This is an optimization exercise on Yosys and OpenROAD, whose aim is small area, a short achievable clock period and few clock cycles, not a production implementation. Where RTL was checked, it was by simulation tests only, not by an equivalence proof against the original. No activity file was given, so power comes from the tool's default toggle rates.

==> inputs of run C <==
==> flow/design.v (excerpt) <==
module qdpa (
    input  wire        clk,
    input  wire        rst_n,
    input  wire        host_we,
    input  wire [3:0]  host_addr,      
    input  wire [31:0] host_wdata,
    output reg  [31:0] host_rdata,
    output wire        busy,
    output wire        irq,
    output wire        mem_req,
    output wire [29:0] mem_addr,       
    input  wire        mem_ack,
    input  wire [31:0] mem_rdata,
    input  wire        mem_err
);
Settings: LEC_CHECK=0, CAP_MARGIN=20, CORE_MARGIN=2, CORE_UTILIZATION=55, PLACE_DENSITY=0.65, SLEW_MARGIN=20; clock period 18.0 ns.
standard.sh (not shown) runs the stock make flow with config.mk's settings and CLKGATE_MAP_FILE= SYNTH_SCRIPT=/design/flow/synth_recipe.tcl, a recipe that flattens the netlist after the stock synthesis.
==> flow/flow/run.sh <==
#!/bin/bash
# Own layout flow: the standard layout (standard.sh, standard synthesis
# unchanged) with its timing repair steps aiming at a 9 ns setup target
# (SETUP_SLACK_MARGIN 9 on the design's 18 ns clock) and drive-2 port
# buffers. The clock period and the constraints are the design's.
set -euo pipefail
export SETUP_SLACK_MARGIN=9
export TNS_END_PERCENT=20
export BUFFER_PORTS_ARGS="-buffer_cell sky130_fd_sc_hd__buf_2"
bash standard.sh > standard.log 2>&1
==> run Z: changes against run C <==
--- a/flow/design.v
+++ b/flow/design.v
@@ -112,13 +112,14 @@
     reg [31:0] u_d;
     reg [4:0]  u_tag;
     reg        u_b0;
     reg [15:0] qp0, qp1, qp2, qp3, qp4, qp5, qp6, qp7;
     reg [15:0] wcur, acur, pend_w, pend_a;
     reg        sc_pend;         
-    reg signed [17:0] isum;
+    reg [17:0] isum_s, isum_c;   
+    wire signed [17:0] isum = isum_s + isum_c;
     reg        is_v;
     reg [4:0]  is_tag;
     reg [31:0] s0, s1, s2, s3;
     reg        q_act;
     reg [1:0]  q_step;
     reg [4:0]  q_tag;
@@ -166,24 +167,49 @@
     wire [3:0]  n10 = hi1 ? wt1[7:4]  : wt1[3:0];
     wire [3:0]  n11 = hi1 ? wt1[15:12] : wt1[11:8];
     wire [7:0] a00 = l0 ? h0[7:0]  : 8'd0;
     wire [7:0] a01 = l0 ? h0[15:8] : 8'd0;
     wire [7:0] a10 = l1 ? h1[7:0]  : 8'd0;
     wire [7:0] a11 = l1 ? h1[15:8] : 8'd0;
-    function [17:0] bw(input [3:0] n, input [7:0] a);
+    function [71:0] bw(input [3:0] n, input [7:0] a);
         reg [7:0] r0, r1, r2, r3;
         begin
             r0 = {~(n[0] & a[7]), {7{n[0]}} & a[6:0]};
             r1 = {~(n[1] & a[7]), {7{n[1]}} & a[6:0]};
             r2 = {~(n[2] & a[7]), {7{n[2]}} & a[6:0]};
             r3 = {~n[3] & a[7], ~({7{~n[3]}} & a[6:0])};
-            bw = {10'd0, r0} + {9'd0, r1, 1'b0} + {8'd0, r2, 2'b0} + {7'd0, r3, 3'b0};
+            bw = {{7'd0, r3, 3'b0}, {8'd0, r2, 2'b0}, {9'd0, r1, 1'b0}, {10'd0, r0}};
         end
     endfunction
-    wire [17:0] isum_base = (uq <= 6'sd1) ? 18'd0 : isum;
-    wire [17:0] isum_nx = isum_base + bw(n00, a00) + bw(n01, a01) + bw(n10, a10) + bw(n11, a11) + 18'd254496;
+    function [35:0] csa(input [17:0] x, input [17:0] y, input [17:0] z);
+        csa = {((x & y) | (x & z) | (y & z)) << 1, x ^ y ^ z};
+    endfunction
+    wire [71:0] b00 = bw(n00, a00);
+    wire [71:0] b01 = bw(n01, a01);
+    wire [71:0] b10 = bw(n10, a10);
+    wire [71:0] b11 = bw(n11, a11);
+    wire        fresh = (uq <= 6'sd1);
+    wire [17:0] bs = fresh ? 18'd0 : isum_s;
+    wire [17:0] bc = fresh ? 18'd0 : isum_c;
+    wire [35:0] t1a = csa(b00[17:0],  b00[35:18], b00[53:36]);
+    wire [35:0] t1b = csa(b00[71:54], b01[17:0],  b01[35:18]);
+    wire [35:0] t1c = csa(b01[53:36], b01[71:54], b10[17:0]);
+    wire [35:0] t1d = csa(b10[35:18], b10[53:36], b10[71:54]);
+    wire [35:0] t1e = csa(b11[17:0],  b11[35:18], b11[53:36]);
+    wire [35:0] t1f = csa(b11[71:54], 18'd254496, bs);
+    wire [35:0] t2a = csa(t1a[17:0], t1a[35:18], t1b[17:0]);
+    wire [35:0] t2b = csa(t1b[35:18], t1c[17:0], t1c[35:18]);
+    wire [35:0] t2c = csa(t1d[17:0], t1d[35:18], t1e[17:0]);
+    wire [35:0] t2d = csa(t1e[35:18], t1f[17:0], t1f[35:18]);
+    wire [35:0] t3a = csa(t2a[17:0], t2a[35:18], t2b[17:0]);
+    wire [35:0] t3b = csa(t2b[35:18], t2c[17:0], t2c[35:18]);
+    wire [35:0] t3c = csa(t2d[17:0], t2d[35:18], bc);
+    wire [35:0] t4a = csa(t3a[17:0], t3a[35:18], t3b[17:0]);
+    wire [35:0] t4b = csa(t3b[35:18], t3c[17:0], t3c[35:18]);
+    wire [35:0] t5  = csa(t4a[17:0], t4a[35:18], t4b[17:0]);
+    wire [35:0] t6  = csa(t5[17:0], t5[35:18], t4b[35:18]);
     wire        c_v;
     wire [37:0] c_acc;
     wire [7:0]  c_ex;
     wire [3:0]  c_fl;
     wire [4:0]  c_tag;
     wire        sc_take, is_take, c_take;
@@ -198,60 +224,63 @@
         .clk(clk), .clr(clr),
         .sc_v(sc_pend), .hw(wcur), .ha(acur), .sc_take(sc_take),
         .is_v(is_v && !e_isum), .isum(isum), .is_tag(is_tag), .is_take(is_take),
         .p_take(c_take), .p_v(c_v), .p_acc(c_acc), .p_ex(c_ex), .p_fl(c_fl), .p_tag(c_tag)
     );
     wire [4:0] ev   = q_act ? q_tag : c_tag;
-    wire [1:0] stp  = q_act ? q_step : 2'd0;
+    wire [1:0] stp  = q_act ? q_step + 2'd1 : 2'd0;
     wire [1:0] kmod = ev[4:3];
     wire [2:0] rs   = ev[2:0];
     wire [1:0] nbm  = r_n[6:5];
     wire       nbo  = r_n[5];
     wire single = (e_mode != M_SEQ) && rs == 3'd1 && nbo;
     wire inrem  = (rs <= {1'b0, nbm});
     wire qp0e   = inrem && nbm[1] && rs == {1'b0, nbm};
     wire qp1e   = inrem && nbm[1] && rs == {1'b0, nbm} - 3'd1 && !single;
     wire rfin   = rs == 3'd1;
-    reg [2:0] o_a;      
-    reg [1:0] o_b;      
-    reg [1:0] o_d;
+    reg [2:0] d_a;      
+    reg [1:0] d_b;      
+    reg [1:0] d_d;
+    reg       d_last, d_fin;
+    reg [2:0] o_a;
+    reg [1:0] o_b, o_d;
     reg       o_last;
     always @(*) begin
-        o_a = 3'd0; o_b = 2'd1; o_d = 2'd0; o_last = 1'b1; o_fin = 1'b0;
+        d_a = 3'd0; d_b = 2'd1; d_d = 2'd0; d_last = 1'b1; d_fin = 1'b0;
         if (e_mode == M_SEQ || single) begin
-            o_fin = rfin;
+            d_fin = rfin;
         end else if (e_mode == M_PAIR2) begin
             if (kmod[0]) begin
                 if (stp == 2'd0) begin
-                    o_a = 3'd1; o_d = 2'd1; o_last = !(rs <= 3'd2);
+                    d_a = 3'd1; d_d = 2'd1; d_last = !(rs <= 3'd2);
                 end else begin
-                    o_b = 2'd1; o_fin = rfin;
+                    d_b = 2'd1; d_fin = rfin;
                 end
             end
         end else if (qp0e) begin
-            o_a = 3'd4; o_d = 2'd1;
+            d_a = 3'd4; d_d = 2'd1;
         end else if (qp1e) begin
             case (stp)
-                2'd0: begin o_a = 3'd4; o_d = 2'd2; o_last = 1'b0; end
-                2'd1: begin o_a = 3'd1; o_b = 2'd2; o_d = 2'd1; o_last = 1'b0; end
-                default: begin o_b = 2'd1; o_fin = rfin; end
+                2'd0: begin d_a = 3'd4; d_d = 2'd2; d_last = 1'b0; end
+                2'd1: begin d_a = 3'd1; d_b = 2'd2; d_d = 2'd1; d_last = 1'b0; end
+                default: begin d_b = 2'd1; d_fin = rfin; end
             endcase
         end else if (kmod == 2'd1) begin
             if (stp == 2'd0) begin
-                o_a = 3'd1; o_d = 2'd1; o_last = !(rs <= 3'd6);
+                d_a = 3'd1; d_d = 2'd1; d_last = !(rs <= 3'd6);
             end else begin
-                o_b = 2'd1;
+                d_b = 2'd1;
             end
         end else if (kmod == 2'd3) begin
             case (stp)
-                2'd0: begin o_a = 3'd3; o_d = 2'd3; o_last = !(rs <= 3'd4); end
-                2'd1: begin o_a = 3'd2; o_b = 2'd3; o_d = 2'd2; o_last = 1'b0; end
-                default: begin o_b = 2'd2; o_fin = rfin; end
+                2'd0: begin d_a = 3'd3; d_d = 2'd3; d_last = !(rs <= 3'd4); end
+                2'd1: begin d_a = 3'd2; d_b = 2'd3; d_d = 2'd2; d_last = 1'b0; end
+                default: begin d_b = 2'd2; d_fin = rfin; end
             endcase
         end else begin
-            o_a = {1'b0, kmod}; o_d = kmod;
+            d_a = {1'b0, kmod}; d_d = kmod;
         end
     end
     reg [31:0] op_a, op_b;
     always @(*) begin
         case (o_a)
             3'd0: op_a = s0;
@@ -323,20 +352,28 @@
         if (a_u) begin
             if (uq == -6'sd1) acur <= h1;
             if (uq == 6'sd0)  acur <= h0;
             if (uq == 6'sd1 && !u_b0) acur <= pend_a;
             if (uq == 6'sd16) pend_a <= h1;
             if (uq == -6'sd1 || uq == 6'sd0 || (uq == 6'sd1 && !u_b0)) sc_pend <= 1'b1;
-            isum <= isum_nx;
+            isum_s <= t6[17:0];
+            isum_c <= t6[35:18];
             if (uq >= 6'sd15) begin
                 is_v   <= 1'b1;
                 is_tag <= u_tag;
             end
         end
         if (sc_take) sc_pend <= 1'b0;
         if (is_take) is_v <= 1'b0;
+        if (go_p || (fu_done && !o_last)) begin
+            o_a    <= d_a;
+            o_b    <= d_b;
+            o_d    <= d_d;
+            o_last <= d_last;
+            o_fin  <= d_fin;
+        end
         if (go_p) begin
             q_act  <= 1'b1;
             q_tag  <= c_tag;
             q_step <= 2'd0;
         end
         if (fu_done) begin
==> flow/flow/run.sh (replaced) <==
#!/bin/bash
# Own layout flow: the standard layout (standard.sh, standard synthesis
# unchanged) with its timing repair steps aiming at an 8 ns setup target
# (SETUP_SLACK_MARGIN 10 on the design's 18 ns clock) and drive-2 port
# buffers. The clock period and the constraints are the design's.
set -euo pipefail
export SETUP_SLACK_MARGIN=10
export TNS_END_PERCENT=100
export BUFFER_PORTS_ARGS="-buffer_cell sky130_fd_sc_hd__buf_2"
bash standard.sh > standard.log 2>&1
Settings changed: CORE_UTILIZATION 55 to 45, PLACE_DENSITY 0.65 to 0.55.
==> qor summary <==
| quantity | run Z | run C |
|---|---|---|
| Total via count after detailed routing | 52960 | 53630 |
| Share of the final layout cell area in sequential cells | 0.3336 | 0.3342 |
| Lkg Pwr | 27.73 nW | 26.33 nW |
| Proportion of total power due to net switching | 0.2546 | 0.2608 |
| Minimum setup slack in the final design | 9517 ps | 9075 ps |
| Worst VDD drop | 0.06750 mV | 0.08473 mV |
| All-layer global routing usage | 0.3017 | 0.3610 |
| Signal buffers share of area | 0.03704 | 0.02405 |
| Crit share post-route | 0.4713 | 0.4958 |
| Number of enable flip-flop cells after synthesis | 587 | 562 |
| Antenna violations before repair | 6 | 16 |
| Global-route wire length before repair | 325.3 mm | 318.5 mm |
| Detailed-router iteration count before antenna repair | 6 | 10 |
| Non-filler cells, final | 8922 | 8361 |
| Final hold slack | 412.7 ps | 412.5 ps |
| Register bit count reported by yosys | 867 | 842 |
| Number of clock sinks seen by CTS | 867 | 842 |
| Library cells used by synthesis | 107 | 95 |
| Via-per-instance ratio | 5.935 | 6.414 |
| Num rows | 136 | 122 |
| Result of the run | timing/DRC/antenna clean | timing/DRC/antenna clean |
| Clock network power consumption | 2.10 mW | 2.07 mW |
| Multi-input logic area | 36420 um^2 | 36300 um^2 |
Testbench counts of run Z, summed over its fixed seeds: cycles 31,150.
Function not checked in run C: the RTL went through the layout flow alone.

[re-timing with driven ports]
No port has a modelled driver above. Below, the same layouts with a new extraction and two added sets of constraints. Step 1: set_driving_cell puts a clkbuf_16 on clk and a buf_2 on each other input, an assumption about the parent block. Step 2 moves the port delays by t, midway between the first and last clock arrival at a register: inputs arrive t later, outputs are due t later. That takes back most of the time a late clock gives input paths. Three values: no drivers, after step 1, after step 2; two values: the first two.
run | shift t [ns] | slack for setup (ns) | pins driven straight from the clock port
run C | 0.771 | 9.075 / 9.052 / 9.052 | 1
run Z | 0.766 | 9.517 / 9.462 / 9.462 | 1
After both steps every run listed still meets setup and hold. The setup slack of run Z, which loses most, moves by -0.055 ns with the drivers and by -0.055 ns with both steps.
